What follows belongs to an exercise in optimizing a design on an open flow for small area; a production flow would make more cautious choices. Function was checked by simulation only, so behaviour that the tests miss may differ from the original. No driver is modelled on the clock port, so clock power and skew are understated where the tree is cut down; a real chip needs a root buffer or a tree. Power is estimated from default activity; no workload was simulated.

`flow/config.mk`:
```
export PLATFORM = sky130hd
export DESIGN_NAME = irdec
export DESIGN_NICKNAME = irdec
export VERILOG_FILES = /design/flow/design.v
export SDC_FILE = /design/flow/constraint.sdc
export NUM_CORES = 4
export LEC_CHECK = 0
export CAP_MARGIN = 20
export CORE_MARGIN = 2
export CORE_UTILIZATION = 40
export SLEW_MARGIN = 20
```
`flow/constraint.sdc`:
```
create_clock -name core_clock -period 15.0 [get_ports {clk}]
set_input_delay 3.0000 -clock core_clock [delete_from_list [all_inputs] [get_ports {clk}]]
set_output_delay 3.0000 -clock core_clock [all_outputs]
set_load 0.01 [all_outputs]
```
`flow/design.v`:
```
module irdec (
    input  wire        clk,
    input  wire        rst,
    input  wire        ir_in,
    output reg         act_valid,
    output reg  [2:0]  act_op,
    output reg  [15:0] act_duty,
    output reg         note_valid,
    output reg  [3:0]  note_action,
    output reg  [7:0]  note_code,
    output reg         dec_valid,
    output reg         dec_ok,
    output reg  [7:0]  dec_code
);
    localparam [1:0] M_EDGE  = 2'd0;
    localparam [1:0] M_LS    = 2'd1;
    localparam [1:0] M_BLOW  = 2'd2;
    localparam [1:0] M_BHIGH = 2'd3;
    localparam [17:0] GAP_START = 18'h30000;
    reg [1:0]  mode;
    reg [17:0] e;
    reg [7:0]  ring;     
    reg [3:0]  sidx;     
    reg [9:0]  idle;     
    wire in_gap = (mode == M_EDGE) && e[17] && e[16];
    wire space  = e[17];
    reg target;
    reg tmo;
    always @(*) begin
        case (mode)
            M_EDGE:  begin target = 1'b0; tmo = !in_gap && &{e[17], e[14], e[11], e[8:4], e[0]}; end  
            M_LS:    begin
                target = !space;
                tmo = space ? &{e[12:11], e[9:8], e[6], e[4:3]}    
                            : &{e[13], e[11:9], e[7:5]};            
            end
            M_BLOW:  begin target = 1'b1; tmo = &{e[9:5], e[3]}; end  
            default: begin target = 1'b0; tmo = &{e[11], e[8:6], e[2]}; end  
        endcase
    end
    wire seen = !in_gap && !tmo && (ir_in == target);
    wire gap_done = in_gap && &{e[9:5], e[2:0]};  
    wire [11:0] eb   = e[11:0];
    wire [4:0] bit_idx = e[17:13];
    wire sum_ok      = e[12];
    wire bit_val     = (eb > 12'd1199);    
    wire bit_short   = (eb < 12'd199);     
    wire lead_bad    = (e[13:0] < 14'd7999) || (e[13:0] > 14'd9999);
    wire space_bad   = (e[12:0] < 13'd3499) || (e[12:0] > 13'd4999);
    wire last_bit    = (bit_idx == 5'd31);
    wire mism        = bit_idx[3] && (bit_val == ring[0]);
    wire [7:0] cmd   = {ring[0], ring[7:1]};
    reg attempt_end;
    reg attempt_ok;
    always @(*) begin
        attempt_end = tmo;
        attempt_ok  = 1'b0;
        if (seen) begin
            case (mode)
                M_LS:    attempt_end = space ? space_bad : lead_bad;
                M_BHIGH: begin
                    attempt_end = bit_short || last_bit;
                    attempt_ok  = !bit_short && last_bit && sum_ok && !mism;
                end
                default: ;
            endcase
        end
    end
    wire idle_full  = (!idle[8] && !idle[6] && idle[5] && idle[4] && !idle[3] && !idle[2] && idle[1] && idle[0]);
    wire [9:0] idle_inc = {idle[8:0], ~(idle[9] ^ idle[6])};
    wire force_stop = attempt_end && !attempt_ok && idle_full;
    wire c_fwd = (cmd == 8'h18);
    wire c_lft = (cmd == 8'h08);
    wire c_stp = (cmd == 8'h1C);
    wire c_rgt = (cmd == 8'h5A);
    wire c_bwd = (cmd == 8'h52);
    wire c_rst = (cmd == 8'h09);
    wire c_inc = (cmd == 8'h15);
    wire c_dec = (cmd == 8'h07);
    wire spd0 = ((!sidx[0]));
    wire spd1 = ((!sidx[1] && !sidx[0]) || (sidx[1] && sidx[0]));
    wire spd2 = ((!sidx[2] && sidx[0]) || (!sidx[2] && sidx[1]) || (sidx[2] && !sidx[1] && !sidx[0]));
    wire spd3 = ((sidx[2] && sidx[1] && !sidx[0]) || (sidx[3] && !sidx[0]) || (!sidx[3] && !sidx[2] && sidx[0]));
    wire spd4 = ((sidx[1] && !sidx[0]) || (sidx[2] && sidx[1]) || (!sidx[3] && !sidx[2] && !sidx[1] && sidx[0]));
    wire spd5 = ((!sidx[2] && sidx[1] && !sidx[0]) || (sidx[2] && !sidx[1] && !sidx[0]) || (sidx[2] && sidx[1] && sidx[0]) || (sidx[3] && sidx[0]));
    wire spd6 = ((!sidx[2] && sidx[1] && sidx[0]) || (sidx[2] && !sidx[1] && !sidx[0]) || (sidx[3]));
    wire spd7 = ((sidx[2] && sidx[1] && !sidx[0]) || (sidx[3] && !sidx[0]) || (!sidx[3] && !sidx[2] && sidx[0]));
    wire spd8 = ((sidx[1] && !sidx[0]) || (sidx[2] && sidx[1]) || (!sidx[3] && !sidx[2] && !sidx[1] && sidx[0]));
    wire spd9 = ((!sidx[2] && sidx[1] && !sidx[0]) || (sidx[2] && !sidx[1] && !sidx[0]) || (sidx[2] && sidx[1] && sidx[0]) || (sidx[3] && sidx[0]));
    wire spd10 = ((!sidx[2] && sidx[1] && sidx[0]) || (sidx[2] && !sidx[1] && !sidx[0]) || (sidx[3]));
    wire spd11 = ((sidx[2] && sidx[1] && !sidx[0]) || (sidx[3] && !sidx[0]) || (!sidx[3] && !sidx[2] && sidx[0]));
    wire spd12 = ((sidx[1] && !sidx[0]) || (sidx[2] && sidx[1]) || (!sidx[3] && !sidx[2] && !sidx[1] && sidx[0]));
    wire spd13 = ((!sidx[2] && sidx[1] && !sidx[0]) || (sidx[2] && !sidx[1] && !sidx[0]) || (sidx[2] && sidx[1] && sidx[0]) || (sidx[3] && sidx[0]));
    wire spd14 = ((!sidx[2] && sidx[1] && sidx[0]) || (sidx[2] && !sidx[1] && !sidx[0]) || (sidx[3]));
    wire spd15 = !((sidx[2] && !sidx[1] && !sidx[0]) || (!sidx[3] && !sidx[2]));
    wire [15:0] speed = {spd15, spd14, spd13, spd12, spd11, spd10, spd9, spd8, spd7, spd6, spd5, spd4, spd3, spd2, spd1, spd0};
    wire sidx_up0 = !((sidx[0]) || (sidx[3] && sidx[1]));
    wire sidx_up1 = ((!sidx[1] && sidx[0]) || (sidx[1] && !sidx[0]));
    wire sidx_up2 = ((sidx[2] && !sidx[0]) || (sidx[2] && !sidx[1]) || (!sidx[2] && sidx[1] && sidx[0]));
    wire sidx_up3 = ((sidx[2] && sidx[1] && sidx[0]) || (sidx[3]));
    wire [3:0] sidx_up = {sidx_up3, sidx_up2, sidx_up1, sidx_up0};
    wire sidx_dn0 = !((sidx[0]) || (!sidx[3] && !sidx[2] && !sidx[1]));
    wire sidx_dn1 = !((!sidx[1] && sidx[0]) || (sidx[1] && !sidx[0]) || (!sidx[3] && !sidx[2] && !sidx[0]));
    wire sidx_dn2 = ((sidx[2] && sidx[0]) || (sidx[2] && sidx[1]) || (sidx[3] && !sidx[1] && !sidx[0]));
    wire sidx_dn3 = !((!sidx[1] && !sidx[0]) || (!sidx[3]));
    wire [3:0] sidx_dn = {sidx_dn3, sidx_dn2, sidx_dn1, sidx_dn0};
    always @(*) begin
        act_valid   = 1'b0;
        act_op      = 3'd0;
        act_duty    = 16'd0;
        note_valid  = 1'b0;
        note_action = 4'd0;
        note_code   = 8'd0;
        dec_valid   = 1'b0;
        dec_ok      = 1'b0;
        dec_code    = 8'd0;
        if (!rst && attempt_end) begin
            dec_valid = 1'b1;
            if (attempt_ok) begin
                dec_ok     = 1'b1;
                dec_code   = cmd;
                note_valid = 1'b1;
                note_code  = cmd;
                if (c_fwd)      begin note_action = 4'd0; act_valid = 1'b1; act_op = 3'd1; act_duty = speed;      end
                else if (c_lft) begin note_action = 4'd1; act_valid = 1'b1; act_op = 3'd3; act_duty = 16'd13107; end
                else if (c_stp) begin note_action = 4'd2; act_valid = 1'b1; act_op = 3'd0;                       end
                else if (c_rgt) begin note_action = 4'd3; act_valid = 1'b1; act_op = 3'd4; act_duty = 16'd13107; end
                else if (c_bwd) begin note_action = 4'd4; act_valid = 1'b1; act_op = 3'd2; act_duty = speed;      end
                else if (c_rst) note_action = 4'd5;
                else if (c_inc) note_action = 4'd6;
                else if (c_dec) note_action = 4'd7;
                else            note_action = 4'd8;
            end else if (force_stop) begin
                act_valid = 1'b1;
            end
        end
    end
    always @(posedge clk) begin
        if (rst) begin
            mode <= M_EDGE;
            e    <= 18'd0;
            sidx <= 4'd5;
            idle <= 10'd0;
        end else if (attempt_end) begin
            mode <= M_EDGE;
            if (attempt_ok) begin
                e    <= 18'd0;
                idle <= 10'd0;
                if (c_rst) sidx <= 4'd5;
                else if (c_inc) sidx <= sidx_up;
                else if (c_dec) sidx <= sidx_dn;
            end else if (force_stop) begin
                e    <= 18'd0;
                idle <= 10'd0;
            end else begin
                e    <= GAP_START;
                idle <= idle_inc;
            end
        end else if (seen) begin
            case (mode)
                M_EDGE:  begin mode <= M_LS; e <= 18'd0; end
                M_LS:    begin
                    if (space) begin
                        mode <= M_BLOW;
                        e    <= {5'd0, 1'b1, 12'd0};
                    end else begin
                        e    <= {1'b1, 17'd0};
                    end
                end
                M_BLOW:  begin mode <= M_BHIGH; e <= {e[17:12], 12'd0}; end
                default: begin
                    mode <= M_BLOW;
                    e    <= {bit_idx + 5'd1, sum_ok && !mism, 12'd0};
                    ring <= {bit_val ^ bit_idx[3], ring[7:1]};
                end
            endcase
        end else if (gap_done) begin
            e <= 18'd0;
        end else begin
            e <= e + 18'd1;
        end
    end
endmodule
```
`flow/flow/run.sh`:
```
#!/bin/bash
# Own layout flow: the standard ORFS flow (standard.sh) with
#  - the standard flow's synthesis, but ABC maps the logic for area (flow/abc_*.script, the smallest result kept)
#    and adders are left to ABC instead of half/full-adder cells; registers,
#    their names and cell types are those of the standard synthesis;
#  - the smallest buffer on every port;
#  - a clock tree without dummy loads and without its root buffer (the
#    clock port drives the leaf buffers), leaves downsized where the
#    registers' clock slew stays low (flow/post_cts.tcl).
set -euo pipefail
W=$PWD
bash standard.sh \
  "SYNTH_SCRIPT=$W/flow/synth.tcl" \
  "AREA_ABC_DIR=$W/flow" \
  "ADDER_MAP_FILE=" \
  "BUFFER_PORTS_ARGS=-buffer_cell sky130_fd_sc_hd__buf_1" \
  "CTS_ARGS=-sink_clustering_enable -repair_clock_nets -dont_use_dummy_load -buf_list sky130_fd_sc_hd__clkbuf_8" \
  "POST_CTS_TCL=$W/flow/post_cts.tcl" \
  "CLOCK_TREE_MODE=root" \
  "CLOCK_LEAF_CELL=sky130_fd_sc_hd__clkbuf_4" \
  "CLOCK_LEAF_MAX_SLEW=0.115" \
  finish > $W/log_orfs.log 2>&1
test -f $W/out/final.def
```
`flow/flow/abc_1.script`:
```
strash
&get -n
&deepsyn -T 25 -S 1
&put
&get -n
&dch -f
&nf -R 1000
&put
topo
```
`flow/flow/abc_2.script`:
```
strash
&get -n
&deepsyn -T 25 -S 2
&put
&get -n
&dch -f
&nf -R 1000
&put
topo
```
`flow/flow/abc_3.script`:
```
strash
&get -n
&deepsyn -T 25 -S 3
&put
&get -n
&dch -f
&nf -R 1000
&put
topo
```
`flow/flow/abc_4.script`:
```
strash
&get -n
&deepsyn -T 25 -S 4
&put
&get -n
&dch -f
&nf -R 1000
&put
topo
```
`flow/flow/abc_5.script`:
```
strash
&get -n
&deepsyn -T 25 -S 5
&put
dch -f
amap
topo
```
`flow/flow/abc_6.script`:
```
strash
&get -n
&deepsyn -T 60 -S 7
&put
&get -n
&dch -f
&nf -R 1000
&put
topo
```
`flow/flow/abc_7.script`:
```
strash
dc2
&get -n
&dch -f
&nf -R 1000
&put
topo
```
`flow/flow/abc_8.script`:
```
strash
&get -n
&deepsyn -T 25 -S 11
&put
dc2
dch -f
amap
topo
```
`flow/flow/post_cts.tcl`:
```
set block [ord::get_db_block]
set mode $::env(CLOCK_TREE_MODE)
set root [$block findInst clkbuf_0_clk]
if { $root != "NULL" } {
  set root_in [[$root findITerm A] getNet]
  set root_net [[$root findITerm X] getNet]
  set leaves {}
  foreach it [$root_net getITerms] {
    set inst [$it getInst]
    if { $inst == $root } { continue }
    if { [string match "*clkbuf*" [[$inst getMaster] getName]] && [[$it getMTerm] getName] == "A" } {
      lappend leaves $inst
    }
  }
  if { $mode == "root" && [llength $leaves] <= 4 && [llength [$root_net getITerms]] == [expr {[llength $leaves] + 1}] } {
    foreach leaf $leaves {
      [$leaf findITerm A] disconnect
      [$leaf findITerm A] connect $root_in
    }
    [$root findITerm A] disconnect
    [$root findITerm X] disconnect
    odb::dbInst_destroy $root
    odb::dbNet_destroy $root_net
    puts "removed the clock root buffer; the clock port drives [llength $leaves] leaf buffers"
    if { [info exists ::env(CLOCK_LEAF_CELL)] } {
      # smaller leaf buffers where the registers' clock slew stays low
      set limit $::env(CLOCK_LEAF_MAX_SLEW)
      foreach leaf $leaves {
        set name [$leaf getName]
        set old_cell [[$leaf getMaster] getName]
        replace_cell [get_cells $name] $::env(CLOCK_LEAF_CELL)
        estimate_parasitics -placement
        set worst 0
        foreach it [[[$leaf findITerm X] getNet] getITerms] {
          if { [$it getInst] == $leaf } { continue }
          set pin [get_pins "[[$it getInst] getName]/[[$it getMTerm] getName]"]
          set s [get_property $pin slew_max]
          if { $s > $worst } { set worst $s }
        }
        if { $worst > $limit } {
          replace_cell [get_cells $name] $old_cell
          puts "leaf $name stays $old_cell (slew $worst with $::env(CLOCK_LEAF_CELL))"
        } else {
          puts "leaf $name now $::env(CLOCK_LEAF_CELL) (slew $worst)"
        }
      }
    }
  } elseif { $mode == "single" } {
    foreach leaf $leaves {
      set out_net [[$leaf findITerm X] getNet]
      foreach it [$out_net getITerms] {
        if { [$it getInst] == $leaf } { continue }
        $it disconnect
        $it connect $root_net
      }
      [$leaf findITerm A] disconnect
      [$leaf findITerm X] disconnect
      odb::dbInst_destroy $leaf
      odb::dbNet_destroy $out_net
    }
    puts "collapsed [llength $leaves] clock leaf buffers into the root buffer"
    if { [info exists ::env(CLOCK_ROOT_CELL)] } {
      replace_cell [get_cells clkbuf_0_clk] $::env(CLOCK_ROOT_CELL)
    }
  }
}
set extra {}
foreach inst [get_cells -quiet {place* rebuffer* split*}] {
  if { [string match "sky130_fd_sc_hd__buf_*" [get_property $inst ref_name]] } {
    lappend extra $inst
  }
}
if { [llength $extra] > 0 } {
  puts "removing [llength $extra] placement buffers"
  remove_buffers $extra
}
detailed_placement
estimate_parasitics -placement
report_clock_skew
```
`flow/flow/synth.tcl`:
```
# The standard flow's synthesis script (synth_recipe.tcl), except that ABC maps the logic
# for area: each script in flow/abc_*.script is tried and the smallest
# mapping is kept. Registers, their names and cell types are those of the
# standard synthesis (ABC only maps the combinational logic).
proc synth {args} { yosys synth -nofsm -noshare {*}$args }
proc abc {args} {
  set i [lsearch -exact $args -script]
  set li [lsearch -exact $args -liberty]
  set lib [lindex $args [expr {$li + 1}]]
  set scripts [lsort [glob $::env(AREA_ABC_DIR)/abc_*.script]]
  yosys design -save pre_abc
  set best_area 1e30
  set best_k -1
  set k 0
  foreach s $scripts {
    yosys design -load pre_abc
    set a [lreplace $args [expr {$i + 1}] [expr {$i + 1}] $s]
    yosys abc {*}$a
    set st [tee -q -s result.string stat -liberty $lib]
    regexp {Chip area for module '[^']*': ([0-9.]+)} $st -> area
    puts "area-oriented ABC: $s gives $area um2"
    if { $area < $best_area } {
      set best_area $area
      set best_k $k
      yosys design -save best_abc
    }
    incr k
  }
  puts "area-oriented ABC: keeping [lindex $scripts $best_k] ($best_area um2)"
  yosys design -load best_abc
}
source $::env(SCRIPTS_DIR)/synth.tcl
# left out here: clear keep_hierarchy, flatten, clean up, hide names made inside functions, write 1_2_yosys.v
```
`flow/standard.sh`:
```
#!/bin/bash
# synth_recipe.tcl (not shown) runs the flow's synth.tcl, then flattens the netlist and writes it again
# the make line also repeats each setting of config.mk as NAME=value (left out here)
make -C /OpenROAD-flow-scripts/flow DESIGN_CONFIG=/design/flow/config.mk WORK_HOME=/design/flow/orfs CLKGATE_MAP_FILE= SYNTH_SCRIPT=/design/flow/synth_recipe.tcl "${@:-finish}"
```
==> results of run 1 <==
## worst paths after layout
kind         slack [ns]           to  startpoint  depth (start not counted)
min                0.48      idle[8]     idle[7]                          1
min reg2reg        0.48      idle[8]     idle[7]                          1
max reg2reg       10.88         e[5]        e[0]                         12
max                6.42  act_duty[8]       ir_in                         10
## state kept, by name, summed over array words and instances (netlist names)
register,flops
e,18
idle,10
mode,2
ring,8
sidx,4
## stage by stage
step | hold slack [ns] | std cells | setup WS, ns
after floorplan | 0.443 | 281 | 6.27
after global placement | 0.450 | 382 | 6.83
after detailed placement | 0.458 | 382 | 6.67
after global routing | 0.516 | 385 | 6.09
final | 0.481 | 385 | 6.42
## worst max-delay path: cells and delay by family
kind | cells | cell delay (ns)
compound gates | 5 | 1.12
simple gates | 3 | 1.06
buf+inv | 2 | 0.39
## cell families after synthesis
logic type	synth area share
buf+inv	0.0655
xor+xnor	0.0306
mux	0.00491
compound gates	0.187
flops	0.402
simple gates	0.310
## cell usage in the layout, fill, tap and decap left out, types with 2 or more instances in the layout
cell type,n
nor2_1,44
buf_1,45
edfxtp_1,8
nand2b_1,2
nand2_1,25
o31ai_1,2
clkinv_1,6
nor4_1,6
nand3b_1,3
clkbuf_4,3
and2_0,13
nand4_1,3
a21boi_0,4
nand4b_1,3
o21ai_0,12
a41oi_1,2
a21o_1,6
o41ai_1,2
a21oi_1,17
o211ai_1,2
a22o_1,11
and3_1,8
nor2b_1,6
xnor2_1,5
nor3_1,16
dfxtp_1,34
nand3_1,9
or4b_1,2
xor2_1,3
## area by class of cell
| class | count | area, µm² |
|---|---|---|
| repair buffers | 45 | 169 |
| inverters | 6 | 22.5 |
| clock buffers | 4 | 36.3 |
| well taps | 72 | 90.1 |
| fillers | 576 | 3040 |
| flip-flops and latches | 42 | 921 |
| multi-input cells | 216 | 1220 |
## per-layer routing
metal,GRT usage,routed length (µm),up-vias
met5,0,0,-
met4,0.0448,32,0
met3,0.0271,200,2
met2,0.264,2190,55
met1,0.210,2510,921
li1,-,-,1072
## power groups by stage
stage	Clock, mW	Sequential, mW	Combinational [mW]
global route	0.0492	0.121	0.0142
floorplan	0	0.122	0.00944
finish	0.0434	0.120	0.0124
global placement	0	0.123	0.0123
detailed placement	0	0.123	0.0124
==> impl_table.tex, run 1 <==
\begin{tabular}{lr}
\hline
Metric & Value \\
\hline
\multicolumn{2}{l}{\textbf{Run status}} \\
Result of the run & complete, no violations \\
\multicolumn{2}{l}{\textbf{Worst setup path}} \\
Startpoint class of the critical path & primary input \\
Most frequent cell on the critical path & buf\_1 \\
Critical path data required time & between 10 and 15 ns \\
Crit-path slowest cell & nor3\_2 \\
Worst Setup End Kind & output port \\
Ordered list of cells on the worst path & buf\_1, nand3b\_1, a21oi\_1, o41ai\_1, o311a\_1, nor3\_2, and3\_1, a21boi\_0, o31ai\_1, buf\_1 \\
Largest incremental delay on the critical path & 0.58 ns \\
Worst EP arrival & about 5.6 ns \\
Critical Path Fanout Max & 15 \\
Critical setup path kind & primary input to output port \\
\multicolumn{2}{l}{\textbf{Die}} \\
Die Area & 6350 µm² \\
Core Box Area & around 5500 µm² \\
Die Wd & between 70 and 80 µm \\
Effective utilization at floorplan & 0.416 \\
Die height & 79.7 µm \\
Number of placement rows & 27 \\
Number of top-level pins & 46 \\
\multicolumn{2}{l}{\textbf{Power and ir drop}} \\
Total power per unit cell area & roughly 71 nW/µm² \\
Switching power & about 0.039 mW \\
Switching share of power & 0.221 \\
Fraction of power consumed by the clock network & 0.247 \\
Lkg Pwr & roughly 0.85 nW \\
Total internal power & $\sim$0.14 mW \\
Total power & $\sim$0.18 mW \\
Power share of the sequential group & 0.683 \\
Combinational group share of total power & 0.070 \\
Peak ir drop on the vdd network & 0.0455 mV \\
\multicolumn{2}{l}{\textbf{Clock network}} \\
Sinks on the clock net & 42 \\
Worst-skew pair later-pin latency & 0.16 ns \\
Clock slew at the register clock pins of the worst setup and hold paths & roughly 0.1 ns \\
\multicolumn{2}{l}{\textbf{Logic synthesis}} \\
Primary flip-flop cell chosen by synthesis mapping & dfxtp\_1 \\
Dominant cell by count in the synthesized netlist & nor2\_1 \\
Syn nets & approximately 280 \\
Most common library cells after synthesis & nor2\_1 (44), dfxtp\_1 (34), nand2\_1 (25) \\
Synthesized flop and latch total & 42 \\
Top area cells in the synthesized netlist & dfxtp\_1 (30\%), edfxtp\_1 (10\%), nor2\_1 (7.2\%) \\
Average cell area after synthesis & around 8.2 µm² \\
Fraction of post-synthesis cell area in the top cell type by area & 0.297 \\
YS warnings & 1 \\
Synthesized cell area & approximately 2300 µm² \\
Largest area contributor in the synthesized netlist & dfxtp\_1 \\
Post-synthesis instance total & approximately 280 \\
Count of distinct cell types in the synthesized netlist & 37 \\
Number of enable flip-flop cells after synthesis & 8 \\
Post-synth ARST share & 0 \\
Part of the Yosys area used for sequential elements & 0.402 \\
\multicolumn{2}{l}{\textbf{Placement}} \\
DPL Wire Length & 3.75 mm \\
Placed Instance Area & about 2400 µm² \\
GP Congestion & between 0.9 and 1 \\
Input/output buffers & 45 \\
\multicolumn{2}{l}{\textbf{STA}} \\
Final Skew & between 0.02 and 0.025 ns \\
Share of the cycle needed by the critical path after routing & 0.572 \\
Fmax achieved & between 0.1 and 0.15 GHz \\
Period minus WS final & around 8.6 ns \\
Setup tns final & 0 ns \\
RSZ-0062 raised after global routing & no \\
Max-slew headroom & 0.412 \\
Number of endpoints failing setup at the final stage & 0 \\
Total count of max-transition violations in the final report & 0 \\
Final hold viol count & 0 \\
Worst-Margin Slew & slightly below 0.9 ns \\
\multicolumn{2}{l}{\textbf{Global routing}} \\
Vias in the first global route & between 1.5k and 2k \\
Leftover overflow at the end of global routing & 0 \\
Global-route wire length before repair & $\sim$8.2 mm \\
Maximum number of pins on one net before global-route repair & 16 \\
GR Util All Layers & 0.158 \\
Number of antenna violations at the first check in global routing & 0 \\
\multicolumn{2}{l}{\textbf{Finish}} \\
Fin nets & 318 \\
P\&R area growth vs syn & 7.54\% \\
Fin util & 0.447 \\
Post-route cell area & about 2500 µm² \\
Ratio of cells with drive above 1 in the final layout & 0.0160 \\
Number of diodes added for antenna fixing & 0 \\
\multicolumn{2}{l}{\textbf{Routing}} \\
Count of unresolved DRC violations after routing & 0 \\
Via density per instance & around 5.3 \\
Count of antenna-violating nets left after detailed routing & 0 \\
First drt pass iteration count & 4 \\
Routed via count & 2050 \\
DR WL/cell & roughly 13 µm \\
Wirelength, routed & 4.93 mm \\
Initial drt markers & between 80 and 90 \\
\multicolumn{2}{l}{\textbf{Job}} \\
Max-cap violations & 0 \\
\multicolumn{2}{l}{\textbf{Hold path}} \\
Min-delay worst type & flip-flop to flip-flop \\
\hline
\end{tabular}
==> run 2, diff against run 1 <==
--- a/flow/flow/run.sh
+++ b/flow/flow/run.sh
@@ -20,3 +20,3 @@
   "CLOCK_LEAF_CELL=sky130_fd_sc_hd__clkbuf_4" \
-  "CLOCK_LEAF_MAX_SLEW=0.115" \
+  "CLOCK_LEAF_MAX_SLEW=0.122" \
   finish > $W/log_orfs.log 2>&1
--- a/flow/config.mk
+++ b/flow/config.mk
@@ -9,3 +9,4 @@
 export CORE_MARGIN = 2
-export CORE_UTILIZATION = 40
+export CORE_UTILIZATION = 65
+export PLACE_DENSITY = 0.8
 export SLEW_MARGIN = 20
==> impl_table.tex, run 2 <==
\begin{tabular}{lr}
\hline
Metric & Value \\
\hline
\multicolumn{2}{l}{\textbf{Hold path}} \\
Worst-case hold path end point & idle[9] \\
Min-delay worst type & flip-flop to flip-flop \\
Worst hold start & idle[8] \\
Cell depth of the worst min-delay path & 1 \\
\multicolumn{2}{l}{\textbf{STA}} \\
Final Skew & 0.0235 ns \\
Fmax achieved & approximately 0.10 GHz \\
Setup WS post-layout & 5.08 ns \\
Share of the cycle needed by the critical path after routing & 0.661 \\
Worst-Margin Slew & 0.944 ns \\
RSZ-0062 raised after global routing & no \\
Setup tns final & 0 ns \\
Number of endpoints failing setup at the final stage & 0 \\
Final hold viol count & 0 \\
Period minus WS final & around 10 ns \\
Total count of max-transition violations in the final report & 0 \\
Max-slew headroom & 0.369 \\
\multicolumn{2}{l}{\textbf{Logic synthesis}} \\
Post-synthesis instance total & between 200 and 300 \\
Count of distinct cell types in the synthesized netlist & 43 \\
Most common library cells after synthesis & nor2\_1 (40), dfxtp\_1 (34), a21oi\_1 (21) \\
Dominant cell by count in the synthesized netlist & nor2\_1 \\
Largest area contributor in the synthesized netlist & dfxtp\_1 \\
Average cell area after synthesis & around 8.4 µm² \\
YS warnings & 1 \\
Post-synth ARST share & 0 \\
Primary flip-flop cell chosen by synthesis mapping & dfxtp\_1 \\
Syn nets & approximately 280 \\
Top area cells in the synthesized netlist & dfxtp\_1 (30\%), edfxtp\_1 (10\%), nor2\_1 (6.6\%) \\
Number of enable flip-flop cells after synthesis & 8 \\
Part of the Yosys area used for sequential elements & 0.402 \\
Synthesized flop and latch total & 42 \\
Fraction of post-synthesis cell area in the top cell type by area & 0.297 \\
Synthesized cell area & between 2000 and 2500 µm² \\
\multicolumn{2}{l}{\textbf{Die}} \\
Die height & between 60 and 70 µm \\
Die Wd & $\sim$63 µm \\
Die Area & $\sim$4000 µm² \\
Number of placement rows & 21 \\
Effective utilization at floorplan & 0.681 \\
Number of top-level pins & 46 \\
Core Box Area & 3360 µm² \\
\multicolumn{2}{l}{\textbf{Placement}} \\
Worst setup timing slack at the placement stage & $\sim$5 ns \\
GP Congestion & around 0.86 \\
Instance count after placement with tap cells included & about 350 \\
Input/output buffers & 45 \\
DPL Wire Length & 3.59 mm \\
\multicolumn{2}{l}{\textbf{Worst setup path}} \\
Worst reg-to-reg path cell count & 12 \\
Critical path data required time & about 12 ns \\
Largest incremental delay on the critical path & 0.76 ns \\
Critical setup path kind & primary input to output port \\
Worst EP arrival & between 6 and 7 ns \\
Register-to-Register Setup Slack & roughly 11 ns \\
Startpoint of the worst-slack reg-to-reg timing path & e[0] \\
Ordered list of cells on the worst path & buf\_1, nand3\_1, a31oi\_1, o41ai\_1, o311ai\_0, a31oi\_1, nor3\_1, clkinv\_1, or4\_1, nor4\_1, a21oi\_1, o31ai\_1, buf\_1 \\
Startpoint class of the critical path & primary input \\
Worst reg2reg path endpoint & e[8] \\
Critical Path Fanout Max & 10 \\
Worst Setup End Kind & output port \\
Critical path startpoint & ir\_in \\
Bufs and invs on worst path & 3 \\
Crit-path slowest cell & nor3\_1 \\
Delay-heaviest family, CP & simple AND/OR/NAND/NOR gates \\
\multicolumn{2}{l}{\textbf{Finish}} \\
Area used by sequential logic in the layout & approximately 900 µm² \\
Commonest cells after routing, fill and taps aside & buf\_1 (45), nor2\_1 (40), dfxtp\_1 (34), a21oi\_1 (21), nand2\_1 (16) \\
Non-filler cells, final & about 350 \\
Filler instances & about 300 \\
Largest registers & e: 18 flops, idle: 10 flops, ring: 8 flops \\
Fin util & 0.721 \\
Multi-input gate area in the final layout & around 1200 µm² \\
Fin nets & 311 \\
Number of diodes added for antenna fixing & 0 \\
Ratio of cells with drive above 1 in the final layout & 0.0163 \\
Most common library cell in the layout ignoring fill and taps & buf\_1 \\
Number of flip-flops under the largest register name & 18 \\
P\&R area growth vs syn & 5.84\% \\
Reg with most FFs & e \\
\multicolumn{2}{l}{\textbf{Run status}} \\
Result of the run & complete, no violations \\
\multicolumn{2}{l}{\textbf{Global routing}} \\
Number of antenna violations at the first check in global routing & 0 \\
Layer carrying the most global-route usage & met2 \\
Met1 layer usage reported by global route & 0.340 \\
Maximum number of pins on one net before global-route repair & 16 \\
Leftover overflow at the end of global routing & 0 \\
GR Util All Layers & 0.252 \\
Met3 capacity usage during global routing & 0.0500 \\
GR met2 Demand/Resource & 0.408 \\
Vias in the first global route & approximately 1.8k \\
Global-route wire length before repair & just over 8 mm \\
\multicolumn{2}{l}{\textbf{Power and ir drop}} \\
Total power & between 0.15 and 0.2 mW \\
Lkg Pwr & between 0.8 and 0.9 nW \\
Total power per unit cell area & 72.2 nW/µm² \\
Peak ir drop on the vdd network & between 0.05 and 0.06 mV \\
\multicolumn{2}{l}{\textbf{Routing}} \\
Count of unresolved DRC violations after routing & 0 \\
Initial drt markers & 95 \\
DR WL/cell & 13.7 µm \\
Count of antenna-violating nets left after detailed routing & 0 \\
Wirelength, routed & a little under 5 mm \\
Via density per instance & between 6 and 7 \\
Routed via count & 2119 \\
First drt pass iteration count & 4 \\
\multicolumn{2}{l}{\textbf{Clock network}} \\
Sinks on the clock net & 42 \\
Worst-skew pair later-pin latency & around 0.17 ns \\
Clock slew at the register clock pins of the worst setup and hold paths & between 0.1 and 0.15 ns \\
\multicolumn{2}{l}{\textbf{Job}} \\
Max-cap violations & 0 \\
\hline
\end{tabular}
[run 2: cell count changes in the layout (fill, tap and decap cells not counted), sizes merged, moves of 3 or more]
cell / delta
nand2: -9
a21oi: +4
nor2: -4
nor4: -4
a21o: -3
clkinv: -3
nor3: -3
or2: +3
[run 2: worst reg2reg max path, delay by kind of cell (launching register included)]
family	cells	cell delay [ns]
AOI/OAI and AO/OA	5	1.25
DFF	1	0.42
and+or+nand+nor	7	2.77
[run 2: area by class of cell]
class | count | share of cell area
Inverter | 3 | 0.00464
Tap cell | 46 | 0.0237
Clock buffer | 4 | 0.0124
Multi-Input combinational cell | 212 | 0.510
Timing Repair Buffer | 45 | 0.0697
Sequential cell | 42 | 0.380
[run 2: cells by family (layout without fill, tap and decap cells)]
logic type / after synthesis / in the layout / synth area share
buffers and inverters: 20 / 52 / 0.0606
XOR/XNOR: 10 / 10 / 0.0382
multiplexers: 1 / 1 / 0.00491
AO/OA/AOI/OAI: 71 / 71 / 0.206
AND/OR/NAND/NOR: 130 / 130 / 0.288
flip-flops: 42 / 42 / 0.402
[run 2: worst max path at each step]
stage	end	slack, ns	depth (start not counted)
5_1_grt	act_duty[8]	4.58	13
6_report	act_duty[12]	5.08	13
3_5_place_dp	act_duty[12]	5.03	13
2_1_floorplan	act_duty[12]	5.35	13
3_3_place_gp	act_duty[12]	5.35	13
[run 2: per-stage QoR]
stage                     hold WS, ns  instance area, µm²
after global routing            0.492                2420
after global placement          0.458                2390
after detailed placement        0.475                2390
after floorplan                 0.443                2290
final                           0.487                2420
[run 2: report_power, final]
group          leakage, nW  internal, mW  switching [mW]  total [mW]
clock network       0.0184        0.0128          0.0257      0.0385
logic                0.450       0.00559         0.00948      0.0151
registers            0.348         0.117         0.00433       0.122
total                0.816         0.136          0.0395       0.175
[run 2: layer usage]
metal,up-vias,part of all wire
met2,89,0.45
met5,-,0
li1,1059,-
met4,0,0.020
met1,960,0.46
met3,11,0.068
==> run 3, diff against run 2 <==
==> flow/flow/abc_10.script (new file) <==
strash
&get -n
&deepsyn -T 40 -S 70
&put
&get -n
&dch -f
&nf -R 1000
&put
topo
==> flow/flow/abc_11.script (new file) <==
strash
&get -n
&deepsyn -T 40 -S 77
&put
&get -n
&dch -f
&nf -R 1000
&put
topo
==> flow/flow/abc_12.script (new file) <==
strash
&get -n
&deepsyn -T 40 -S 84
&put
&get -n
&dch -f
&nf -R 1000
&put
topo
==> flow/flow/abc_9.script (new file) <==
strash
&get -n
&deepsyn -T 40 -S 63
&put
&get -n
&dch -f
&nf -R 1000
&put
topo
removed: flow/flow/abc_7.script
==> impl_table.tex, run 3 <==
\begin{tabular}{lr}
\hline
Metric & Value \\
\hline
\multicolumn{2}{l}{\textbf{Global routing}} \\
Global-route wire length before repair & roughly 8.3 mm \\
Leftover overflow at the end of global routing & 0 \\
GR Util All Layers & 0.252 \\
Vias in the first global route & 1805 \\
Maximum number of pins on one net before global-route repair & 16 \\
Number of antenna violations at the first check in global routing & 0 \\
\multicolumn{2}{l}{\textbf{Placement}} \\
GP Congestion & between 0.8 and 0.9 \\
DPL Wire Length & roughly 3.6 mm \\
Worst setup timing slack at the placement stage & around 5.0 ns \\
Input/output buffers & 45 \\
\multicolumn{2}{l}{\textbf{Logic synthesis}} \\
Average cell area after synthesis & about 8.4 µm² \\
Top area cells in the synthesized netlist & dfxtp\_1 (30\%), edfxtp\_1 (10\%), nor2\_1 (6.6\%) \\
YS warnings & 1 \\
Syn nets & $\sim$280 \\
Largest area contributor in the synthesized netlist & dfxtp\_1 \\
Synthesized flop and latch total & 42 \\
Fraction of post-synthesis cell area in the top cell type by area & 0.297 \\
Dominant cell by count in the synthesized netlist & nor2\_1 \\
Number of enable flip-flop cells after synthesis & 8 \\
Primary flip-flop cell chosen by synthesis mapping & dfxtp\_1 \\
Most common library cells after synthesis & nor2\_1 (40), dfxtp\_1 (34), a21oi\_1 (21) \\
Count of distinct cell types in the synthesized netlist & 43 \\
Synthesized cell area & about 2300 µm² \\
Part of the Yosys area used for sequential elements & 0.402 \\
Post-synth ARST share & 0 \\
Post-synthesis instance total & 274 \\
\multicolumn{2}{l}{\textbf{STA}} \\
Fmax achieved & 0.101 GHz \\
Max-slew headroom & 0.369 \\
Number of endpoints failing setup at the final stage & 0 \\
Setup tns final & 0 ns \\
Setup WS post-layout & between 5 and 6 ns \\
Share of the cycle needed by the critical path after routing & 0.661 \\
Final Skew & $\sim$0.023 ns \\
Period minus WS final & between 9 and 10 ns \\
Worst-Margin Slew & around 0.94 ns \\
Final hold viol count & 0 \\
Total count of max-transition violations in the final report & 0 \\
RSZ-0062 raised after global routing & no \\
\multicolumn{2}{l}{\textbf{Worst setup path}} \\
Critical setup path kind & primary input to output port \\
Critical path data required time & $\sim$12 ns \\
Critical Path Fanout Max & 10 \\
Worst reg2reg path endpoint & e[8] \\
Startpoint of the worst-slack reg-to-reg timing path & e[0] \\
Worst reg-to-reg path cell count & 12 \\
Register-to-Register Setup Slack & about 11 ns \\
Worst EP arrival & roughly 7 ns \\
Worst Setup End Kind & output port \\
Startpoint class of the critical path & primary input \\
\multicolumn{2}{l}{\textbf{Run status}} \\
Result of the run & complete, no violations \\
\multicolumn{2}{l}{\textbf{Finish}} \\
Reg with most FFs & e \\
P\&R area growth vs syn & 5.84\% \\
Commonest cells after routing, fill and taps aside & buf\_1 (45), nor2\_1 (40), dfxtp\_1 (34), a21oi\_1 (21), nand2\_1 (16) \\
Number of diodes added for antenna fixing & 0 \\
Ratio of cells with drive above 1 in the final layout & 0.0163 \\
Number of flip-flops under the largest register name & 18 \\
Largest registers & e: 18 flops, idle: 10 flops, ring: 8 flops \\
Most common library cell in the layout ignoring fill and taps & buf\_1 \\
Fin nets & roughly 310 \\
\multicolumn{2}{l}{\textbf{Die}} \\
Effective utilization at floorplan & 0.681 \\
Number of top-level pins & 46 \\
Die Wd & 63.4 µm \\
Number of placement rows & 21 \\
Core Box Area & 3360 µm² \\
Die Area & about 4000 µm² \\
Die height & $\sim$63 µm \\
\multicolumn{2}{l}{\textbf{Power and ir drop}} \\
Lkg Pwr & 0.816 nW \\
Total power per unit cell area & 72.2 nW/µm² \\
Peak ir drop on the vdd network & 0.0588 mV \\
\multicolumn{2}{l}{\textbf{Routing}} \\
Routed via count & between 2k and 2.5k \\
First drt pass iteration count & 4 \\
Wirelength, routed & around 4.8 mm \\
Uppermost signal routing layer after detailed routing & met4 \\
Detailed-routed wire length on met2 & 2.18 mm \\
Initial drt markers & 95 \\
Met1 routed wirelength after detailed routing & $\sim$2.2 mm \\
DR WL/cell & 13.7 µm \\
Count of unresolved DRC violations after routing & 0 \\
Count of antenna-violating nets left after detailed routing & 0 \\
Met3 wire length & about 330 µm \\
Via density per instance & $\sim$6.0 \\
\multicolumn{2}{l}{\textbf{Hold path}} \\
Worst-case hold path end point & idle[9] \\
Cell depth of the worst min-delay path & 1 \\
Worst hold start & idle[8] \\
Min-delay worst type & flip-flop to flip-flop \\
\multicolumn{2}{l}{\textbf{Clock network}} \\
Sinks on the clock net & 42 \\
Worst-skew pair later-pin latency & 0.17 ns \\
Clock slew at the register clock pins of the worst setup and hold paths & between 0.1 and 0.15 ns \\
\multicolumn{2}{l}{\textbf{Job}} \\
Max-cap violations & 0 \\
\hline
\end{tabular}
-- run 3: area by class of cell --
class,count,area [µm²]
clock buffer,4,30.0
fill,298,938
inverter,3,11.3
multi-input combinational,212,1240
sequential,42,921
tap,46,57.6
timing repair buffer,45,169
-- run 3: kinds of logic (layout without fill, tap and decap cells) --
logic type,count (synthesis),in the layout,synth area share
muxes,1,1,0.00491
xor gates and xnor gates,10,10,0.0382
buffers and inverters,20,52,0.0606
AOI/OAI and AO/OA,71,71,0.206
DFF,42,42,0.402
and+or+nand+nor,130,130,0.288
-- run 3: power by group --
part	switching (mW)	total [mW]	internal, mW
sequential	0.00433	0.122	0.117
combinational	0.00948	0.0151	0.00559
clock	0.0257	0.0385	0.0128
-- run 3: worst max-delay path by stage --
stage	from	to	slack, ns	depth (start not counted)
after floorplan	ir_in	act_duty[12]	5.35	13
after global placement	ir_in	act_duty[12]	5.35	13
after detailed placement	ir_in	act_duty[12]	5.03	13
final	ir_in	act_duty[12]	5.08	13
after global routing	ir_in	act_duty[8]	4.58	13
-- run 3: worst max-delay path, stage by stage --
cell and delay [ns]:
buf_1 0.29, nand3_1 0.24, a31oi_1 0.19, o41ai_1 0.09, o311ai_0 0.09, a31oi_1 0.15
nor3_1 0.76, clkinv_1 0.33, or4_1 0.53, nor4_1 0.42, a21oi_1 0.25, o31ai_1 0.38
buf_1 0.19
-- run 3: routing by layer --
metal,GRT usage,vias up
met5,0,-
met4,0.0761,0
met3,0.0500,11
met2,0.408,89
met1,0.340,960
li1,-,1059
-- run 3: through the flow --
stage | power [mW] | area (µm²) | hold WS [ns] | utilization | std cells
final | 0.175 | 2420 | 0.487 | 0.721 | 352
after global routing | 0.182 | 2420 | 0.492 | 0.721 | 352
after detailed placement | 0.139 | 2390 | 0.475 | 0.712 | 348
after global placement | 0.139 | 2390 | 0.458 | 0.711 | 348
after floorplan | 0.135 | 2290 | 0.443 | - | 274
==> run 4, diff against run 3 <==
--- a/flow/design.v
+++ b/flow/design.v
@@ -30,3 +30,3 @@
         case (mode)
-            M_EDGE:  begin target = 1'b0; tmo = !in_gap && &{e[17], e[14], e[11], e[8:4], e[0]}; end  
+            M_EDGE:  begin target = 1'b0; tmo = !e[16] && &{e[17], e[14], e[11], e[8:4], e[0]}; end  
             M_LS:    begin
@@ -44,3 +44,3 @@
     wire [4:0] bit_idx = e[17:13];
-    wire sum_ok      = e[12];
+    wire sum_ok      = !e[12];
     wire bit_val     = (eb > 12'd1199);    
@@ -68,4 +68,4 @@
     end
-    wire idle_full  = (!idle[8] && !idle[6] && idle[5] && idle[4] && !idle[3] && !idle[2] && idle[1] && idle[0]);
-    wire [9:0] idle_inc = {idle[8:0], ~(idle[9] ^ idle[6])};
+    wire idle_full  = (!idle[7] && !idle[6] && !idle[5] && !idle[4] && !idle[3] && !idle[2] && !idle[1]);
+    wire [9:0] idle_inc = {idle[8:0], idle[9] ^ idle[6]};
     wire force_stop = attempt_end && !attempt_ok && idle_full;
@@ -142,3 +142,3 @@
             sidx <= 4'd5;
-            idle <= 10'd0;
+            idle <= 10'd5;
         end else if (attempt_end) begin
@@ -147,3 +147,3 @@
                 e    <= 18'd0;
-                idle <= 10'd0;
+                idle <= 10'd5;
                 if (c_rst) sidx <= 4'd5;
@@ -153,3 +153,3 @@
                 e    <= 18'd0;
-                idle <= 10'd0;
+                idle <= 10'd5;
             end else begin
@@ -164,3 +164,3 @@
                         mode <= M_BLOW;
-                        e    <= {5'd0, 1'b1, 12'd0};
+                        e    <= 18'd0;
                     end else begin
@@ -172,3 +172,3 @@
                     mode <= M_BLOW;
-                    e    <= {bit_idx + 5'd1, sum_ok && !mism, 12'd0};
+                    e    <= {bit_idx + 5'd1, !sum_ok || mism, 12'd0};
                     ring <= {bit_val ^ bit_idx[3], ring[7:1]};
==> impl_table.tex, run 4 <==
\begin{tabular}{lr}
\hline
Metric & Value \\
\hline
\multicolumn{2}{l}{\textbf{Logic synthesis}} \\
Fraction of post-synthesis cell area in the top cell type by area & 0.300 \\
Number of enable flip-flop cells after synthesis & 8 \\
Post-synthesis instance total & 282 \\
YS warnings & 1 \\
Syn nets & approximately 290 \\
Mux contribution to synthesized area & 0 \\
Largest area contributor in the synthesized netlist & dfxtp\_1 \\
Largest family of logic cells by synthesized area & simple AND/OR/NAND/NOR gates \\
Top area cells in the synthesized netlist & dfxtp\_1 (30\%), edfxtp\_1 (11\%), nor2\_1 (6.5\%) \\
Post-synth ARST share & 0 \\
Synthesized cell area & around 2300 µm² \\
Dominant cell by count in the synthesized netlist & nor2\_1 \\
Adder-cell area share of the yosys netlist & 0 \\
Compound-Gate Fraction of Synth Area & 0.208 \\
Simple-gate portion of the synthesized area & 0.272 \\
Count of distinct cell types in the synthesized netlist & 39 \\
Most common library cells after synthesis & nor2\_1 (39), dfxtp\_1 (34), nand2\_1 (25) \\
Primary flip-flop cell chosen by synthesis mapping & dfxtp\_1 \\
XOR/XNOR share of the synthesized area & 0.0386 \\
Synthesized flop and latch total & 42 \\
Part of the Yosys area used for sequential elements & 0.406 \\
Average cell area after synthesis & a little over 8 µm² \\
\multicolumn{2}{l}{\textbf{Power and ir drop}} \\
Peak ir drop on the vdd network & about 0.06 mV \\
Lkg Pwr & about 0.8 nW \\
Total power per unit cell area & about 88 nW/µm² \\
\multicolumn{2}{l}{\textbf{Routing}} \\
Count of unresolved DRC violations after routing & 0 \\
Routed via count & $\sim$2.2k \\
Via density per instance & roughly 6 \\
Wirelength, routed & slightly above 5 mm \\
First drt pass iteration count & 5 \\
Count of antenna-violating nets left after detailed routing & 0 \\
Initial drt markers & approximately 200 \\
DR WL/cell & roughly 14 µm \\
\multicolumn{2}{l}{\textbf{Worst setup path}} \\
Crit-path slowest cell & nor4\_1 \\
Most frequent cell on the critical path & clkinv\_1 \\
Register-to-Register Setup Slack & around 11 ns \\
Crit path depth & 12 \\
Worst reg-to-reg path cell count & 15 \\
Worst reg2reg path endpoint & sidx[1] \\
Worst EP arrival & approximately 6.6 ns \\
Ordered list of cells on the worst path & buf\_1, o21ai\_0, o211a\_1, clkinv\_1, nor4\_1, clkinv\_1, nor3\_1, clkinv\_1, or3\_1, a21boi\_0, o31ai\_1, buf\_1 \\
Largest incremental delay on the critical path & 0.68 ns \\
Critical Path Fanout Max & 8 \\
Critical setup path kind & primary input to output port \\
Critical path data required time & 12.00 ns \\
Startpoint class of the critical path & primary input \\
Delay-heaviest family, CP & simple AND/OR/NAND/NOR gates \\
Worst Setup End Kind & output port \\
Bufs and invs on worst path & 5 \\
Startpoint of the worst-slack reg-to-reg timing path & mode[0] \\
\multicolumn{2}{l}{\textbf{Hold path}} \\
Worst hold start & idle[1] \\
Min-delay worst type & flip-flop to flip-flop \\
Worst-case hold path end point & idle[2] \\
Cell depth of the worst min-delay path & 2 \\
\multicolumn{2}{l}{\textbf{Placement}} \\
GP Congestion & approximately 0.91 \\
Placed Instance Area & approximately 2400 µm² \\
Input/output buffers & 45 \\
DPL Wire Length & between 3 and 4 mm \\
\multicolumn{2}{l}{\textbf{STA}} \\
Setup tns final & 0 ns \\
Final Skew & 0.0320 ns \\
Final hold viol count & 0 \\
Period minus WS final & 9.55 ns \\
Number of endpoints failing setup at the final stage & 0 \\
Fmax achieved & 0.105 GHz \\
Worst-Margin Slew & 0.927 ns \\
Total count of max-transition violations in the final report & 0 \\
Max-slew headroom & 0.377 \\
RSZ-0062 raised after global routing & no \\
Share of the cycle needed by the critical path after routing & 0.637 \\
\multicolumn{2}{l}{\textbf{Finish}} \\
Commonest cells after routing, fill and taps aside & buf\_1 (45), nor2\_1 (39), dfxtp\_1 (34), nand2\_1 (25) \\
Most common library cell in the layout ignoring fill and taps & buf\_1 \\
P\&R area growth vs syn & 6.18\% \\
Largest registers & e: 18 flops, idle: 10 flops, ring: 8 flops \\
Number of flip-flops under the largest register name & 18 \\
Ratio of cells with drive above 1 in the final layout & 0.0159 \\
Post-route cell area & $\sim$2400 µm² \\
Reg with most FFs & e \\
Multi-input gate area in the final layout & between 1000 and 1500 µm² \\
Number of diodes added for antenna fixing & 0 \\
Area used by sequential logic in the layout & about 920 µm² \\
Filler instances & between 200 and 300 \\
Fin nets & around 320 \\
\multicolumn{2}{l}{\textbf{Run status}} \\
Result of the run & complete, no violations \\
\multicolumn{2}{l}{\textbf{Job}} \\
Max-cap violations & 0 \\
\multicolumn{2}{l}{\textbf{Global routing}} \\
Leftover overflow at the end of global routing & 0 \\
GR Util All Layers & 0.280 \\
Maximum number of pins on one net before global-route repair & 15 \\
Global-route wire length before repair & just over 9 mm \\
Number of antenna violations at the first check in global routing & 0 \\
Vias in the first global route & around 2.0k \\
\multicolumn{2}{l}{\textbf{Clock network}} \\
Clock slew at the register clock pins of the worst setup and hold paths & $\sim$0.11 ns \\
Sinks on the clock net & 42 \\
Worst-skew pair later-pin latency & 0.17 ns \\
\multicolumn{2}{l}{\textbf{Die}} \\
Die height & around 63 µm \\
Number of placement rows & 21 \\
Number of top-level pins & between 40 and 50 \\
Die Area & $\sim$4000 µm² \\
Effective utilization at floorplan & 0.680 \\
Core Box Area & between 3000 and 4000 µm² \\
Die Wd & between 60 and 70 µm \\
\hline
\end{tabular}
-- run 4: changes by cell type in the layout (fill, tap and decap cells not counted), moves of 3 or more --
cell / before / now
a22o_1: 10 / 7
a31oi_1: 3 / 8
and2_0: 12 / 5
and3_1: 8 / 12
clkinv_1: 3 / 11
nand2_1: 16 / 25
nand3_1: 11 / 7
nand3b_1: 3 / 0
nor2b_1: 7 / 2
nor4_1: 2 / 11
o21ai_0: 12 / 19
or2_0: 3 / 0
-- run 4: per-layer routing --
metal	GRT usage	part of all wire	vias to the layer above
met5	0	0	-
met4	0.0556	0.0014	0
met3	0.0464	0.047	2
met2	0.521	0.52	61
met1	0.337	0.43	999
li1	-	-	1091
-- run 4: worst reg2reg max path, cell delays in order (launching register included) --
cell	delay [ns]
dfxtp_1	0.42
clkinv_1	0.19
nand4_1	0.14
nor4_1	0.05
a31oi_1	0.18
o21ai_0	0.11
a21oi_1	0.23
o211a_1	0.25
clkinv_1	0.08
nor4_1	0.68
clkinv_1	0.21
nor3_1	0.43
clkinv_1	0.27
nor2_1	0.38
o41ai_1	0.17
o21ai_0	0.16
-- run 4: kinds of logic after synthesis --
family | after synthesis
AO/OA/AOI/OAI | 74
XOR/XNOR | 10
flip-flops | 42
AND/OR/NAND/NOR | 128
buffers and inverters | 28
-- run 4: power breakdown --
group / leakage (nW) / internal (mW) / switching (mW)
Clock: 0.0210 / 0.0157 / 0.0276
Sequential: 0.348 / 0.122 / 0.00954
Combinational: 0.427 / 0.0132 / 0.0228
-- run 4: how the worst max path moves through the flow --
stage	start	end
after floorplan	ir_in	act_duty[12]
final	ir_in	act_duty[8]
after global placement	ir_in	act_duty[4]
after detailed placement	ir_in	act_duty[8]
after global routing	ir_in	act_duty[12]
-- run 4: cell type report --
class	count	area share
multi-input combinational	212	0.491
sequential	42	0.382
timing repair buffer	45	0.0701
tap	46	0.0239
inverter	11	0.0171
clock buffer	4	0.0151
-- run 4: metrics by stage --
step / worst slack (ns) / hold slack [ns] / total power [mW] / utilization / instances
global route: 4.81 / 0.492 / 0.223 / 0.722 / 360
floorplan: 5.73 / 0.434 / 0.159 / - / 282
global placement: 5.72 / 0.448 / 0.169 / 0.712 / 357
finish: 5.45 / 0.467 / 0.211 / 0.722 / 360
detailed placement: 5.53 / 0.452 / 0.170 / 0.712 / 357
==> run 5, diff against run 4 <==
==> flow/flow/run.sh (replaced) <==
#!/bin/bash
# Own layout flow: the standard ORFS flow (standard.sh) with
#  - the standard flow's synthesis, except that ABC maps the logic for area: every
#    flow/abc_*.script is tried and the smallest mapping kept, and adders are
#    left to ABC instead of half/full-adder cells; the registers, their names
#    and cell types are those of the standard synthesis (flow/synth.tcl);
#  - the smallest buffer (buf_1) on every port;
#  - a clock tree without dummy loads and without its root buffer (the clock
#    port drives the four leaf buffers), leaves downsized to clkbuf_4 where
#    the registers' clock slew stays low, and the buffers that timing-driven
#    placement adds on signal nets removed (flow/post_cts.tcl).
# make's output goes to log_orfs.log; ORFS keeps each step's full tool log
# under orfs/logs/.
set -euo pipefail
W=$PWD
bash standard.sh \
  "SYNTH_SCRIPT=$W/flow/synth.tcl" \
  "AREA_ABC_DIR=$W/flow" \
  "ADDER_MAP_FILE=" \
  "BUFFER_PORTS_ARGS=-buffer_cell sky130_fd_sc_hd__buf_1" \
  "CTS_ARGS=-sink_clustering_enable -repair_clock_nets -dont_use_dummy_load -buf_list sky130_fd_sc_hd__clkbuf_8" \
  "POST_CTS_TCL=$W/flow/post_cts.tcl" \
  "CLOCK_TREE_MODE=root" \
  "CLOCK_LEAF_CELL=sky130_fd_sc_hd__clkbuf_4" \
  "CLOCK_LEAF_MAX_SLEW=0.122" \
  finish > $W/log_orfs.log 2>&1
test -f $W/out/final.def
==> impl_table.tex, run 5 <==
\begin{tabular}{lr}
\hline
Metric & Value \\
\hline
\multicolumn{2}{l}{\textbf{STA}} \\
Final Skew & between 0.02 and 0.025 ns \\
Number of endpoints failing setup at the final stage & 0 \\
Max-slew headroom & 0.476 \\
RSZ-0062 raised after global routing & no \\
Worst-Margin Slew & about 0.78 ns \\
Total count of max-transition violations in the final report & 0 \\
Share of the cycle needed by the critical path after routing & 0.581 \\
Period minus WS final & roughly 8.7 ns \\
Fmax achieved & 0.115 GHz \\
Smallest hold slack & between 0.4 and 0.5 ns \\
Final hold viol count & 0 \\
Setup tns final & 0 ns \\
\multicolumn{2}{l}{\textbf{Hold path}} \\
Min-delay worst type & flip-flop to flip-flop \\
Cell depth of the worst min-delay path & 2 \\
Worst-case hold path end point & idle[2] \\
Worst hold start & idle[1] \\
\multicolumn{2}{l}{\textbf{Worst setup path}} \\
Worst reg-to-reg path cell count & 13 \\
Worst reg2reg path endpoint & sidx[2] \\
Worst Setup End Kind & output port \\
Critical Path Fanout Max & 14 \\
Critical setup path kind & primary input to output port \\
Largest incremental delay on the critical path & 0.66 ns \\
Critical path startpoint & ir\_in \\
Worst EP arrival & 5.72 ns \\
Ordered list of cells on the worst path & buf\_1, nor2\_1, a21oi\_1, nand3b\_1, nand2\_1, nand3\_1, o211a\_1, nand3\_1, nor2\_1, nand2\_1, clkinv\_1, a21boi\_0, o21ai\_0, buf\_1 \\
Delay-heaviest family, CP & simple AND/OR/NAND/NOR gates \\
Startpoint of the worst-slack reg-to-reg timing path & e[0] \\
Bufs and invs on worst path & 3 \\
Critical path data required time & between 10 and 15 ns \\
Crit-path slowest cell & nor2\_1 \\
Register-to-Register Setup Slack & $\sim$12 ns \\
Startpoint class of the critical path & primary input \\
\multicolumn{2}{l}{\textbf{Finish}} \\
Reg with most FFs & e \\
Number of diodes added for antenna fixing & 0 \\
Filler instances & 303 \\
P\&R area growth vs syn & 5.78\% \\
Commonest cells after routing, fill and taps aside & buf\_1 (45), nor2\_1 (38), dfxtp\_1 (34), nand2\_1 (19), o21ai\_0 (19) \\
Ratio of cells with drive above 1 in the final layout & 0.0161 \\
Largest registers & e: 18 flops, idle: 10 flops, ring: 8 flops \\
Number of flip-flops under the largest register name & 18 \\
Fin nets & between 300 and 400 \\
Post-route cell area & approximately 2400 µm² \\
Most common library cell in the layout ignoring fill and taps & buf\_1 \\
\multicolumn{2}{l}{\textbf{Routing}} \\
First drt pass iteration count & 4 \\
Count of unresolved DRC violations after routing & 0 \\
Initial drt markers & 205 \\
Via density per instance & roughly 6 \\
Count of antenna-violating nets left after detailed routing & 0 \\
Routed via count & roughly 2.1k \\
Wirelength, routed & $\sim$4.7 mm \\
DR WL/cell & 13.3 µm \\
\multicolumn{2}{l}{\textbf{Global routing}} \\
Maximum number of pins on one net before global-route repair & 19 \\
Number of antenna violations at the first check in global routing & 0 \\
Vias in the first global route & approximately 1.9k \\
Leftover overflow at the end of global routing & 0 \\
GR Util All Layers & 0.256 \\
Global-route wire length before repair & approximately 8.3 mm \\
\multicolumn{2}{l}{\textbf{Placement}} \\
Input/output buffers & between 40 and 50 \\
GP Congestion & around 0.93 \\
Placed Instance Area & 2380 µm² \\
DPL Wire Length & around 3.5 mm \\
\multicolumn{2}{l}{\textbf{Logic synthesis}} \\
Part of the Yosys area used for sequential elements & 0.406 \\
Syn nets & 282 \\
Primary flip-flop cell chosen by synthesis mapping & dfxtp\_1 \\
Synthesized flop and latch total & 42 \\
Number of enable flip-flop cells after synthesis & 8 \\
Most common library cells after synthesis & nor2\_1 (38), dfxtp\_1 (34), nand2\_1 (19), o21ai\_0 (19), nand3\_1 (18) \\
Post-synth ARST share & 0 \\
Top area cells in the synthesized netlist & dfxtp\_1 (30\%), edfxtp\_1 (11\%), nor2\_1 (6.3\%) \\
Largest area contributor in the synthesized netlist & dfxtp\_1 \\
Count of distinct cell types in the synthesized netlist & 39 \\
Synthesized cell area & around 2300 µm² \\
Fraction of post-synthesis cell area in the top cell type by area & 0.300 \\
YS warnings & 1 \\
Dominant cell by count in the synthesized netlist & nor2\_1 \\
Post-synthesis instance total & 279 \\
Average cell area after synthesis & 8.14 µm² \\
\multicolumn{2}{l}{\textbf{Job}} \\
Max-cap violations & 0 \\
\multicolumn{2}{l}{\textbf{Die}} \\
Die Wd & between 60 and 70 µm \\
Number of placement rows & 21 \\
Number of top-level pins & 46 \\
Die height & about 63 µm \\
Effective utilization at floorplan & 0.681 \\
Die Area & 3980 µm² \\
Core Box Area & between 3000 and 4000 µm² \\
\multicolumn{2}{l}{\textbf{Clock network}} \\
Worst-skew pair later-pin latency & 0.17 ns \\
Clock slew at the register clock pins of the worst setup and hold paths & around 0.12 ns \\
Sinks on the clock net & 42 \\
\multicolumn{2}{l}{\textbf{Power and ir drop}} \\
Peak ir drop on the vdd network & $\sim$0.076 mV \\
Lkg Pwr & just under 0.8 nW \\
Total power per unit cell area & 73.5 nW/µm² \\
\multicolumn{2}{l}{\textbf{Run status}} \\
Result of the run & complete, no violations \\
\hline
\end{tabular}
## run 5: changes by cell type in the layout (fill, tap and decap cells not counted), moves of 4 or more
cell     change
and3_1       -5
nor2b_1      +4
nand2_1      -6
nand3_1     +11
or4_1        +4
nor4_1       -9
## run 5: worst max path at each step
stage | cells past startpoint | slack [ns] | endpoint
finish | 14 | 6.28 | act_duty[4]
detailed placement | 14 | 6.27 | act_duty[4]
floorplan | 13 | 6.48 | act_duty[12]
global route | 14 | 5.83 | act_duty[12]
global placement | 14 | 6.43 | act_duty[13]
## run 5: per-stage QoR
step                power (mW)  instances  setup slack (ns)   util
floorplan                0.135        279              6.48      -
global placement         0.139        354              6.43  0.712
detailed placement       0.140        354              6.27  0.712
global route             0.184        357              5.83  0.720
finish                   0.177        357              6.28  0.720
## run 5: kinds of logic (layout without fill, tap and decap cells)
group           after synthesis  in the layout  synth area share
flops                        42             42             0.406
compound gates               75             75             0.215
buf+inv                      29             61            0.0760
simple gates                123            123             0.265
xor+xnor                     10             10            0.0386
## run 5: final cells by class
type	instances	area, µm²	share of cell area
multi-input combinational	208	1180	0.491
sequential	42	921	0.383
timing repair buffer	45	169	0.0703
tap	46	57.6	0.0240
inverter	12	45.0	0.0188
clock buffer	4	30.0	0.0125
## run 5: routing by layer
metal  track usage  routed length (µm)  part of all wire  vias to the layer above
li1              -                   -                 -                     1078
met1         0.356                2140              0.45                      935
met2         0.415                2180              0.46                      100
met3        0.0393                 352             0.074                        6
met4        0.0722                  57             0.012                        0
met5             0                   0                 0                        -
## run 5: power by group
group / total [mW] / switching (mW) / internal, mW
combinational: 0.0156 / 0.00969 / 0.00588
sequential: 0.121 / 0.00394 / 0.118
clock: 0.0397 / 0.0268 / 0.0128
## run 5: tightest hold or removal path, delay by kind of cell (launching register included)
family          cells  cell delay, ns
flops               1            0.35
buf+inv             1            0.05
compound gates      1            0.04

-- re-timing with driven ports --
In the flow no input, the clock included, has a driving cell. The finished layouts below were timed again as built, in two steps. Step 1 (the two cells are an assumption about what drives the block):
set clk [get_ports {clk}]
set_driving_cell -lib_cell sky130_fd_sc_hd__clkbuf_16 $clk
set_driving_cell -lib_cell sky130_fd_sc_hd__buf_2 [delete_from_list [all_inputs] $clk]
Step 2 also shifts input and output timing later by t, the mid clock arrival at the registers, as if the neighbouring blocks saw the same clock. Three values: ideal, step 1, step 2; two values: the first two.
run | t, ns | setup WS [ns] | clock arrival spread, ns
run 1 | 0.196 | 6.416 / 6.392 / 6.392 | 0.024 / 0.024
run 2 | 0.203 | 5.080 / 5.058 / 5.058 | 0.024 / 0.024
run 3 | 0.203 | 5.080 / 5.058 / 5.058 | 0.024 / 0.024
run 4 | 0.198 | 5.450 / 5.423 / 5.423 | 0.032 / 0.032
run 5 | 0.204 | 6.284 / 6.260 / 6.260 | 0.022 / 0.022
After both steps setup and hold are still met in every run listed. The setup slack of run 4, which loses most, moves by -0.027 ns with the drivers and by -0.027 ns with both steps.
